Background: an optimization exercise with open tools, aiming at small area, a short achievable clock period and few clock cycles per item. Do not read the settings as production practice. In this exercise RTL edits were held to simulation tests only and were not proved equivalent to the original.

## run a
==> flow/design.v (excerpt) <==
module tpaq_hasher (
    input  wire         clk,
    input  wire         rst,
    input  wire         in_valid,
    output wire         in_ready,
    input  wire         in_op,
    input  wire [149:0] in_data,
    output reg          out_valid,
    output reg          out_err,
    output reg  [223:0] out_ctx,
    output reg  [31:0]  out_c4,
    output reg  [23:0]  out_h
);
For scale: roughly 9200 cells after synthesis, ~110000 um^2 of cells after synthesis.
export LEC_CHECK = 0
export CAP_MARGIN = 20
export CORE_MARGIN = 2
export CORE_UTILIZATION = 70
export SLEW_MARGIN = 20
create_clock -name core_clock -period 28.0 [get_ports {clk}]
standard.sh (not shown) runs the stock make flow with config.mk's settings and CLKGATE_MAP_FILE= SYNTH_SCRIPT=/design/flow/synth_recipe.tcl, a recipe that flattens the netlist after the stock synthesis.
==> flow/flow/run.sh <==
#!/bin/bash
# Standard layout with two changes:
#  - a netlist pass between synthesis and floorplan: flow/invpush.py removes
#    the inverters that synthesis leaves between full adders and xor gates
#    (a full adder is self-dual, so it can take its inputs inverted and give
#    its outputs inverted instead; an xor absorbs an inverted input by
#    becoming an xnor). Registers and all other cells stay as synthesized.
#  - the port buffers are plain buffers (buf_2) rather than delay cells.
#  - repair_timing aims beyond the period, and the clock tree uses no dummy loads.
# Each tool's output goes to its own log file here.
set -euo pipefail
R=orfs/results/${FLOW_PLATFORM}/tpaq_hasher/base
bash standard.sh synth > synth.log 2>&1
cp "$R/1_2_yosys.v" "$R/1_2_yosys_std.v"
python3 flow/invpush.py "$R/1_2_yosys_std.v" "$R/1_2_yosys.v" 3000000 > invpush.log 2>&1
rm -f "$R/1_synth.odb" "$R/1_synth.sdc"
bash standard.sh synth > synth_odb.log 2>&1
export BUFFER_PORTS_ARGS="-buffer_cell sky130_fd_sc_hd__buf_2"
# ask repair_timing for slack beyond the period, so that it speeds up the
# paths that set the achieved period
export SETUP_SLACK_MARGIN=21.2
# clock tree: no dummy loads, smaller buffers
export CTS_ARGS="-sink_clustering_enable -repair_clock_nets -dont_use_dummy_load -buf_list sky130_fd_sc_hd__clkbuf_8"
bash standard.sh finish > layout.log 2>&1
Other scripts of this flow, unchanged in this note and not shown: flow/flow/invpush.py
Run a was carried through to the last stage, and its layout satisfied the timing, design-rule and antenna checks.
Testbench counts of run a, summed over its fixed seeds: cycles 32,032, items 32,000.
#### Input delta (run b over run a)
--- a/flow/flow/run.sh
+++ b/flow/flow/run.sh
@@ -8,3 +8,2 @@
 #  - the port buffers are plain buffers (buf_2) rather than delay cells.
-#  - repair_timing aims beyond the period, and the clock tree uses no dummy loads.
 # Each tool's output goes to its own log file here.
@@ -21,4 +20,2 @@
 export SETUP_SLACK_MARGIN=21.2
-# clock tree: no dummy loads, smaller buffers
-export CTS_ARGS="-sink_clustering_enable -repair_clock_nets -dont_use_dummy_load -buf_list sky130_fd_sc_hd__clkbuf_8"
 bash standard.sh finish > layout.log 2>&1
### Flow results
- On sequential share of cell area: run b sits below run a.
- Critical path's largest stage delay delta (run b -> run a): insignificant
- Count of buffers not belonging to the clock network in the layout: run a vs run b identical
- Diff run a -> run b: area added between synthesis and finish has increased; area used by sequential logic in the layout shows no meaningful change; via count has remained practically unchanged.
- Between run b and run a, it is run b whose area of all placed cells without fillers is higher, by about 1.3%.
- Between run b and run a, the relative area of non-clock buffer cells in the final design figures differ only marginally.

* * *

job 101:
Another version of the RTL of tpaq_hasher (not shown whole).
For scale: about 8,800 cells after synthesis, roughly 110,000 um^2 of cells after synthesis.
==> flow/config.mk <==
export PLATFORM = sky130hd
export DESIGN_NAME = tpaq_hasher
export DESIGN_NICKNAME = tpaq_hasher
export VERILOG_FILES = /design/flow/design.v
export SDC_FILE = /design/flow/constraint.sdc
export NUM_CORES = 4
export LEC_CHECK = 0
export CAP_MARGIN = 20
export CORE_MARGIN = 2
export CORE_UTILIZATION = 70
export SLEW_MARGIN = 20
==> flow/constraint.sdc <==
create_clock -name core_clock -period 28.0 [get_ports {clk}]
set_input_delay 5.6000 -clock core_clock [delete_from_list [all_inputs] [get_ports {clk}]]
set_output_delay 5.6000 -clock core_clock [all_outputs]
set_load 0.01 [all_outputs]
==> flow/flow/run.sh <==
#!/bin/bash
# Standard layout with two changes:
#  - a netlist pass between synthesis and floorplan: flow/invpush.py removes
#    the inverters that synthesis leaves between full adders and xor gates
#    (a full adder is self-dual, so it can take its inputs inverted and give
#    its outputs inverted instead; an xor absorbs an inverted input by
#    becoming an xnor). Registers and all other cells stay as synthesized.
#  - the port buffers are plain buffers (buf_2) rather than delay cells.
# Each tool's output goes to its own log file here.
set -euo pipefail
R=orfs/results/${FLOW_PLATFORM}/tpaq_hasher/base
bash standard.sh synth > synth.log 2>&1
cp "$R/1_2_yosys.v" "$R/1_2_yosys_std.v"
python3 flow/invpush.py "$R/1_2_yosys_std.v" "$R/1_2_yosys.v" 3000000 > invpush.log 2>&1
rm -f "$R/1_synth.odb" "$R/1_synth.sdc"
bash standard.sh synth > synth_odb.log 2>&1
export BUFFER_PORTS_ARGS="-buffer_cell sky130_fd_sc_hd__buf_2"
# ask repair_timing for slack beyond the period, so that it speeds up the
# paths that set the achieved period
export SETUP_SLACK_MARGIN=21.2
bash standard.sh finish > layout.log 2>&1
Other scripts of this flow, unchanged in this note and not shown: flow/flow/invpush.py
Job 101 went all the way through synthesis, placement and routing and the layout is clean on timing, DRC and antenna.
Testbench counts of job 101, summed over its fixed seeds: cycles 32,032, items 32,000.
Here is what was changed in the inputs of job 102 compared with job 101.
--- a/flow/flow/run.sh
+++ b/flow/flow/run.sh
@@ -8,0 +9 @@
+#  - repair_timing aims beyond the period, and the clock tree uses no dummy loads.
@@ -20,0 +22,2 @@
+# clock tree without dummy loads
+export CTS_ARGS="-sink_clustering_enable -repair_clock_nets -dont_use_dummy_load"
### Flow results
Job 102 vs job 101 — core utilization dropped 1.1 points.
Job 101 ended up with sky130_fd_sc_hd__dfxtp_4 as its cell type of the slowest stage on the worst timing path; job 102 ended up with sky130_fd_sc_hd__dfxtp_2.
Of the two candidates, job 101 has the worse aggregate routed wire length and job 102 the better one.
Compare job 102 and job 101 | clock buffer instance count of the final layout higher: job 101
Taking job 101 as the reference, in job 102 overall routing resource usage saw little to no change.

[what the ideal ports hide]
How much do the figures lean on ideal ports? The routed layouts below were timed once more, with nothing changed but the port constraints. Step 1, drivers: a clkbuf_16 drives clk and a buf_2 each remaining input, both assumed. Step 2 also shifts input and output timing later by t, the mid clock arrival at the registers, as if the neighbouring blocks saw the same clock. a / b / c = no drivers / after step 1 / after step 2; a / b = the first two.
run | shift t [ns] | setup WS [ns] | clock arrival spread, ns | worst register clock-pin slew, ns
run a | 1.016 | 20.910 / 20.821 / 21.516 | 0.151 / 0.151 | 0.07 / 0.07
run b | 0.854 | 21.127 / 21.037 / 21.431 | 0.064 / 0.064 | 0.08 / 0.08
job 101 | 0.850 | 21.129 / 21.043 / 21.382 | 0.082 / 0.082 | 0.07 / 0.07
job 102 | 0.820 | 21.137 / 21.046 / 21.296 | 0.115 / 0.114 | 0.07 / 0.07
After both steps every run listed still meets setup and hold.
